This is an optimization exercise on Yosys and OpenROAD, whose aim is small area, not a production implementation. Only simulation tests tie the RTL to the original design; equivalence was not proved. Power figures rest on the tool's default switching activity, not on a simulated workload.

==> inputs of trial 77 <==
==> flow/design.v <==
module evt_counter_ssd #(
    parameter integer D = 100             
) (
    input  wire        CLK,
    input  wire        RST,               
    input  wire        EVT,               
    output wire [7:0]  SEG,               
    output wire [3:0]  DIG,               
    output wire [13:0] COUNT              
);
    reg s1, s2, s3;
    always @(posedge CLK) begin
        if (RST) begin
            s1 <= 1'b1;
            s2 <= 1'b1;
            s3 <= 1'b1;
        end else begin
            s1 <= EVT;
            s2 <= s1;
            s3 <= s2;
        end
    end
    wire edge_det = s2 & ~s3;
    reg [3:0] cnt_th;
    reg [9:0] cnt_lo;
    wire lo_wrap = edge_det & (&{cnt_lo[9:5], cnt_lo[2:0]});    
    wire th_wrap = lo_wrap & cnt_th[3] & cnt_th[0];              
    always @(posedge CLK) begin
        if (RST | lo_wrap)
            cnt_lo <= 10'd0;
        else
            cnt_lo <= cnt_lo + {9'd0, edge_det};
        if (RST | th_wrap)
            cnt_th <= 4'd0;
        else
            cnt_th <= cnt_th + {3'd0, lo_wrap};
    end
    wire [10:0] th125 = (cnt_th == 4'd0) ? 11'd0 :
                        (cnt_th == 4'd1) ? 11'd125 :
                        (cnt_th == 4'd2) ? 11'd250 :
                        (cnt_th == 4'd3) ? 11'd375 :
                        (cnt_th == 4'd4) ? 11'd500 :
                        (cnt_th == 4'd5) ? 11'd625 :
                        (cnt_th == 4'd6) ? 11'd750 :
                        (cnt_th == 4'd7) ? 11'd875 :
                        (cnt_th == 4'd8) ? 11'd1000 : 11'd1125;
    assign COUNT = {th125 + {4'd0, cnt_lo[9:3]}, cnt_lo[2:0]};
    reg [1:0] pos;
    reg [6:0] off;
    wire off_end = off[6] & off[5] & off[2] & off[0];     
    always @(posedge CLK) begin
        if (RST | off_end)
            off <= 7'd0;
        else
            off <= off + 7'd1;
        if (RST)
            pos <= 2'd0;
        else
            pos <= pos + {1'b0, off_end};
    end
    wire lit = |off[6:1];
    assign DIG = {lit & pos[1] & pos[0], lit & pos[1] & ~pos[0],
                  lit & ~pos[1] & pos[0], lit & ~pos[1] & ~pos[0]};
    reg [11:0] z;
    wire off0   = (off == 7'd0);
    wire p0     = (pos == 2'd0);
    wire win    = (off[6:4] == 3'd0) & (off[3] | off[2]);
    wire rot    = win & (p0 | ~off[3]);
    wire cor0   = p0 & off[3];
    wire cor1   = p0 & off[3] & off[2];
    wire [3:0] n0 = (cor0 && z[3:0] >= 4'd5) ? z[3:0] + 4'd3 : z[3:0];
    wire [3:0] n1 = (cor1 && z[7:4] >= 4'd5) ? z[7:4] + 4'd3 : z[7:4];
    wire [11:0] zc = {z[11:8], n1, n0};
    always @(posedge CLK) begin
        if (p0 & off0)
            z <= {2'b00, cnt_lo};
        else if (rot)
            z <= {zc[10:0], zc[11]};
    end
    reg [3:0] dsp;
    always @(posedge CLK) begin
        if (RST)
            dsp <= 4'hF;
        else if (off0)
            dsp <= p0 ? cnt_th : z[11:8];
    end
    wire [3:0] d = dsp;
    wire [6:0] seg_pat;
    assign seg_pat[0] = (d == 4'd0) | (d == 4'd2) | (d == 4'd3) | (d == 4'd5) | (d == 4'd6) | (d == 4'd7) | (d == 4'd8) | (d == 4'd9);
    assign seg_pat[1] = (d == 4'd0) | (d == 4'd1) | (d == 4'd2) | (d == 4'd3) | (d == 4'd4) | (d == 4'd7) | (d == 4'd8) | (d == 4'd9);
    assign seg_pat[2] = (d == 4'd0) | (d == 4'd1) | (d == 4'd3) | (d == 4'd4) | (d == 4'd5) | (d == 4'd6) | (d == 4'd7) | (d == 4'd8) | (d == 4'd9);
    assign seg_pat[3] = (d == 4'd0) | (d == 4'd2) | (d == 4'd3) | (d == 4'd5) | (d == 4'd6) | (d == 4'd8) | (d == 4'd9);
    assign seg_pat[4] = (d == 4'd0) | (d == 4'd2) | (d == 4'd6) | (d == 4'd8);
    assign seg_pat[5] = (d == 4'd0) | (d == 4'd4) | (d == 4'd5) | (d == 4'd6) | (d == 4'd8) | (d == 4'd9);
    assign seg_pat[6] = (d == 4'd2) | (d == 4'd3) | (d == 4'd4) | (d == 4'd5) | (d == 4'd6) | (d == 4'd8) | (d == 4'd9);
    assign SEG = {1'b0, seg_pat};
endmodule
==> flow/run.sh <==
#!/bin/bash
# synth_recipe.tcl (not shown) runs the flow's synth.tcl, then flattens the netlist and writes it again
# the make line also repeats each setting of config.mk as NAME=value (left out here)
make -C /OpenROAD-flow-scripts/flow DESIGN_CONFIG=/design/flow/config.mk WORK_HOME=/design/flow/orfs CLKGATE_MAP_FILE= SYNTH_SCRIPT=/design/flow/synth_recipe.tcl finish
==> flow/config.mk <==
export PLATFORM = sky130hd
export DESIGN_NAME = evt_counter_ssd
export DESIGN_NICKNAME = evt_counter_ssd
export VERILOG_FILES = /design/flow/design.v
export SDC_FILE = /design/flow/constraint.sdc
export NUM_CORES = 4
export LEC_CHECK = 0
export CAP_MARGIN = 20
export CORE_MARGIN = 2
export CORE_UTILIZATION = 40
export SLEW_MARGIN = 20
==> flow/constraint.sdc <==
create_clock -name core_clock -period 10.0 [get_ports {CLK}]
set_input_delay 2.0000 -clock core_clock [delete_from_list [all_inputs] [get_ports {CLK}]]
set_output_delay 2.0000 -clock core_clock [all_outputs]
set_load 0.01 [all_outputs]
==> trial 52: changes against trial 77 <==
==> flow/design.v (replaced) <==
module evt_counter_ssd #(
    parameter integer D = 100             
) (
    input  wire        CLK,
    input  wire        RST,               
    input  wire        EVT,               
    output wire [7:0]  SEG,               
    output wire [3:0]  DIG,               
    output wire [13:0] COUNT              
);
    localparam integer TMR_W = (D > 1) ? $clog2(D) : 1;
    localparam [1:0] PH_BLANK = 2'b00;
    localparam [1:0] PH_LOAD  = 2'b01;
    localparam [1:0] PH_ON    = 2'b10;
    reg        s1, s2, s3;
    reg [13:0] cnt;
    wire edge_det = s2 & ~s3;
    always @(posedge CLK) begin
        if (RST) begin
            s1 <= 1'b1;
            s2 <= 1'b1;
            s3 <= 1'b1;
        end else begin
            s1 <= EVT;
            s2 <= s1;
            s3 <= s2;
        end
    end
    always @(posedge CLK) begin
        if (RST)
            cnt <= 14'd0;
        else if (edge_det)
            cnt <= (cnt >= 14'd9999) ? 14'd0 : cnt + 14'd1;
    end
    assign COUNT = cnt;
    reg [13:0] snap;
    reg [1:0]  pos;
    reg [1:0]  phase;
    reg [TMR_W-1:0] tmr;
    reg [7:0]  seg_r;
    reg [3:0]  dig_r;
    reg [13:0] digit_full;
    always @(*) begin
        case (pos)
            2'd0:    digit_full = cnt / 14'd1000;
            2'd1:    digit_full = (snap % 14'd1000) / 14'd100;
            2'd2:    digit_full = (snap % 14'd100) / 14'd10;
            default: digit_full = snap % 14'd10;
        endcase
    end
    wire [3:0] digit = digit_full[3:0];
    reg [7:0] seg_pat;
    always @(*) begin
        case (digit)
            4'd0:    seg_pat = 8'h3F;
            4'd1:    seg_pat = 8'h06;
            4'd2:    seg_pat = 8'h5B;
            4'd3:    seg_pat = 8'h4F;
            4'd4:    seg_pat = 8'h66;
            4'd5:    seg_pat = 8'h6D;
            4'd6:    seg_pat = 8'h7D;
            4'd7:    seg_pat = 8'h07;
            4'd8:    seg_pat = 8'h7F;
            4'd9:    seg_pat = 8'h6F;
            default: seg_pat = 8'h00;
        endcase
    end
    function [3:0] onehot(input [1:0] p);
        onehot = 4'b0001 << p;
    endfunction
    always @(posedge CLK) begin
        if (RST) begin
            snap  <= 14'd0;
            seg_r <= 8'h00;
            dig_r <= 4'b0000;
            pos   <= 2'd0;
            tmr   <= {TMR_W{1'b0}};
            phase <= PH_BLANK;
        end else begin
            case (phase)
                PH_BLANK: begin
                    if (pos == 2'd0)
                        snap <= cnt;
                    seg_r <= seg_pat;
                    dig_r <= 4'b0000;
                    tmr   <= {TMR_W{1'b0}};
                    phase <= PH_LOAD;
                end
                PH_LOAD: begin
                    dig_r <= onehot(pos);
                    tmr   <= {TMR_W{1'b0}};
                    phase <= PH_ON;
                end
                PH_ON: begin
                    if (tmr == D - 1) begin
                        dig_r <= 4'b0000;
                        pos   <= pos + 2'd1;
                        tmr   <= {TMR_W{1'b0}};
                        phase <= PH_BLANK;
                    end else begin
                        dig_r <= onehot(pos);
                        tmr   <= tmr + 1'b1;
                    end
                end
                default: begin
                    dig_r <= 4'b0000;
                    pos   <= 2'd0;
                    tmr   <= {TMR_W{1'b0}};
                    phase <= PH_BLANK;
                end
            endcase
        end
    end
    assign SEG = seg_r;
    assign DIG = dig_r;
endmodule
==> build 91: changes against trial 77 <==
==> flow/design.v (replaced) <==
module evt_counter_ssd #(
    parameter integer D = 100             
) (
    input  wire        CLK,
    input  wire        RST,               
    input  wire        EVT,               
    output wire [7:0]  SEG,               
    output wire [3:0]  DIG,               
    output wire [13:0] COUNT              
);
    reg s1, s2, edge_r;
    always @(posedge CLK) begin
        if (RST) begin
            s1     <= 1'b1;
            s2     <= 1'b1;
            edge_r <= 1'b0;
        end else begin
            s1     <= EVT;
            s2     <= s1;
            edge_r <= s1 & ~s2;
        end
    end
    reg [3:0] cnt_th;
    reg [9:0] cnt_lo;
    wire lo_wrap = edge_r & (&{cnt_lo[9:5], cnt_lo[2:0]});    
    wire th_wrap = lo_wrap & cnt_th[3] & cnt_th[0];            
    always @(posedge CLK) begin
        if (RST | lo_wrap)
            cnt_lo <= 10'd0;
        else
            cnt_lo <= cnt_lo + {9'd0, edge_r};
        if (RST | th_wrap)
            cnt_th <= 4'd0;
        else
            cnt_th <= cnt_th + {3'd0, lo_wrap};
    end
    wire [10:0] th125 = (cnt_th == 4'd0) ? 11'd0 :
                        (cnt_th == 4'd1) ? 11'd125 :
                        (cnt_th == 4'd2) ? 11'd250 :
                        (cnt_th == 4'd3) ? 11'd375 :
                        (cnt_th == 4'd4) ? 11'd500 :
                        (cnt_th == 4'd5) ? 11'd625 :
                        (cnt_th == 4'd6) ? 11'd750 :
                        (cnt_th == 4'd7) ? 11'd875 :
                        (cnt_th == 4'd8) ? 11'd1000 : 11'd1125;
    assign COUNT = {th125 + {4'd0, cnt_lo[9:3]}, cnt_lo[2:0]};
    reg [1:0] pos;
    reg [6:0] off;
    wire off_end = off[6] & off[5] & off[2] & off[0];     
    always @(posedge CLK) begin
        if (RST | off_end)
            off <= 7'd0;
        else
            off <= off + 7'd1;
        if (RST)
            pos <= 2'd0;
        else
            pos <= pos + {1'b0, off_end};
    end
    wire lit = |off[6:1];
    assign DIG = {lit & pos[1] & pos[0], lit & pos[1] & ~pos[0],
                  lit & ~pos[1] & pos[0], lit & ~pos[1] & ~pos[0]};
    reg [13:0] ring;
    wire p0    = (pos == 2'd0);
    wire off0  = (off == 7'd0);
    wire load  = p0 & off0;
    wire cwin  = p0 & (off[6:3] == 4'b0001) & ~(&off[2:0]);    
    wire cor0  = cwin;
    wire cor1  = cwin & (|off[2:0]);                            
    wire [3:0] n0 = (cor0 && ring[3:0] >= 4'd5) ? ring[3:0] + 4'd3 : ring[3:0];
    wire [3:0] n1 = (cor1 && ring[7:4] >= 4'd5) ? ring[7:4] + 4'd3 : ring[7:4];
    wire [13:0] rc = {ring[13:8], n1, n0};
    always @(posedge CLK) begin
        if (load)
            ring <= {4'b0000, cnt_lo};
        else
            ring <= {rc[12:0], rc[13]};
    end
    wire [3:0] tap = {ring[0], ring[13:11]};
    reg [3:0] dsp;
    always @(posedge CLK) begin
        if (RST)
            dsp <= 4'hF;
        else if (off0)
            dsp <= p0 ? cnt_th : tap;
    end
    wire [3:0] d = dsp;
    wire [6:0] seg_pat;
    assign seg_pat[0] = (~d[3] & d[2] & d[0]) | (~d[3] & d[1]) | (d[3] & ~d[2]) | (~d[2] & ~d[0]);
    assign seg_pat[1] = (~d[3] & d[1] & d[0]) | ~d[2] | (~d[1] & ~d[0]);
    assign seg_pat[2] = (~d[3] & d[2]) | (~d[3] & d[0]) | ~d[1];
    assign seg_pat[3] = (d[3] & ~d[2]) | (~d[2] & d[1]) | (~d[2] & ~d[0]) | (d[2] & ~d[1] & d[0]) | (d[1] & ~d[0]);
    assign seg_pat[4] = (~d[2] & ~d[0]) | (d[1] & ~d[0]);
    assign seg_pat[5] = (d[3] & ~d[2]) | (d[2] & ~d[1]) | (d[2] & ~d[0]) | (~d[1] & ~d[0]);
    assign seg_pat[6] = (d[3] & ~d[2]) | (~d[2] & d[1]) | (d[2] & ~d[1]) | (d[2] & ~d[0]);
    assign SEG = {1'b0, seg_pat};
endmodule
==> results.txt <==
Flip-flop count of the largest register, all copies and words added: trial 52 -; trial 77 12; build 91 14
Fraction of area in registers: trial 52 12.91%; trial 77 30.95%; build 91 29.81%
Leak pwr: trial 52 2.858 nW; trial 77 1.226 nW; build 91 1.167 nW
Clock network area share: trial 52 1.796%; trial 77 3.621%; build 91 4.276%
Flop pwr share: trial 52 49.4%; trial 77 51.9%; build 91 49.1%
Crit-path most repeated cell: trial 52 sky130_fd_sc_hd__a21oi_1; trial 77 -; build 91 sky130_fd_sc_hd__nand2_1
Site row count: trial 52 51; trial 77 29; build 91 29
Sw Ratio: trial 52 26.03%; trial 77 26.40%; build 91 23.91%
Met2 Resource Use GR: trial 52 32.35%; trial 77 26.14%; build 91 23.20%
Number of nets in the final layout: trial 52 1110; trial 77 346; build 91 342
Status: trial 52 finished clean; trial 77 finished clean; build 91 finished clean
Post-synthesis sequential element count: trial 52 53; trial 77 42; build 91 44
Vias in the first global route: trial 52 7185; trial 77 2043; build 91 1814
Nature of the critical path endpoint: trial 52 flop; trial 77 output port; build 91 output port
Combined area of all synthesized cells: trial 52 7879 sq um; trial 77 2649 sq um; build 91 2544 sq um
Most common cell after layout, fill and taps aside: trial 52 sky130_fd_sc_hd__nand2_1; trial 77 sky130_fd_sc_hd__nor2_1; build 91 sky130_fd_sc_hd__dfxtp_1
Core occupancy in the finished layout: trial 52 42.38%; trial 77 47.61%; build 91 47.35%
Maximum clock skew at final layout: trial 52 0.005019 ns; trial 77 0.006347 ns; build 91 0.006807 ns
GRT Overall Usage: trial 52 19.52%; trial 77 16.01%; build 91 14.70%
Clock-pin slew on the worst setup and hold paths: trial 52 0.07 ns; trial 77 0.07 ns; build 91 0.08 ns
Sequential fraction of the synthesis area: trial 52 13.47%; trial 77 35.52%; build 91 34.63%
Reg2Reg Depth: trial 52 27; trial 77 3; build 91 5
Die span in x: trial 52 144.3 um; trial 77 85.38 um; build 91 83.75 um
Part of the power in the clock network: trial 52 38.8%; trial 77 32.0%; build 91 38.3%
Area taken by flip-flops and latches: trial 52 1061 sq um; trial 77 940.9 sq um; build 91 880.8 sq um
Multi-input gate area in the final layout: trial 52 6185 sq um; trial 77 1570 sq um; build 91 1521 sq um

[static timing again, ports no longer ideal]
In the flow no input, the clock included, has a driving cell. The finished layouts below were timed again as built, in two steps.
Step 1, drivers: a clkbuf_16 drives CLK and a buf_2 each remaining input, both assumed.
Step 2 adds t to the input delays and takes it off the output delays; t is the mean of the earliest and latest rising clock arrival at the registers after step 1. Input paths then give back, and output paths get back, about the clock's delay inside the block.
a / b / c = ideal ports / drivers / drivers and shift; a / b = the first two.
run | shift t [ns] | setup WS [ns] | latest minus earliest clock arrival (ns) | pins driven straight from the clock port
trial 77 | 0.320 | 4.726 / 4.697 / 5.017 | 0.007 / 0.006 | 1
trial 52 | 0.330 | 1.987 / 1.987 / 1.987 | 0.005 / 0.005 | 1
build 91 | 0.324 | 4.845 / 4.816 / 5.139 | 0.007 / 0.007 | 1
After both steps setup and hold are still met in every run listed.
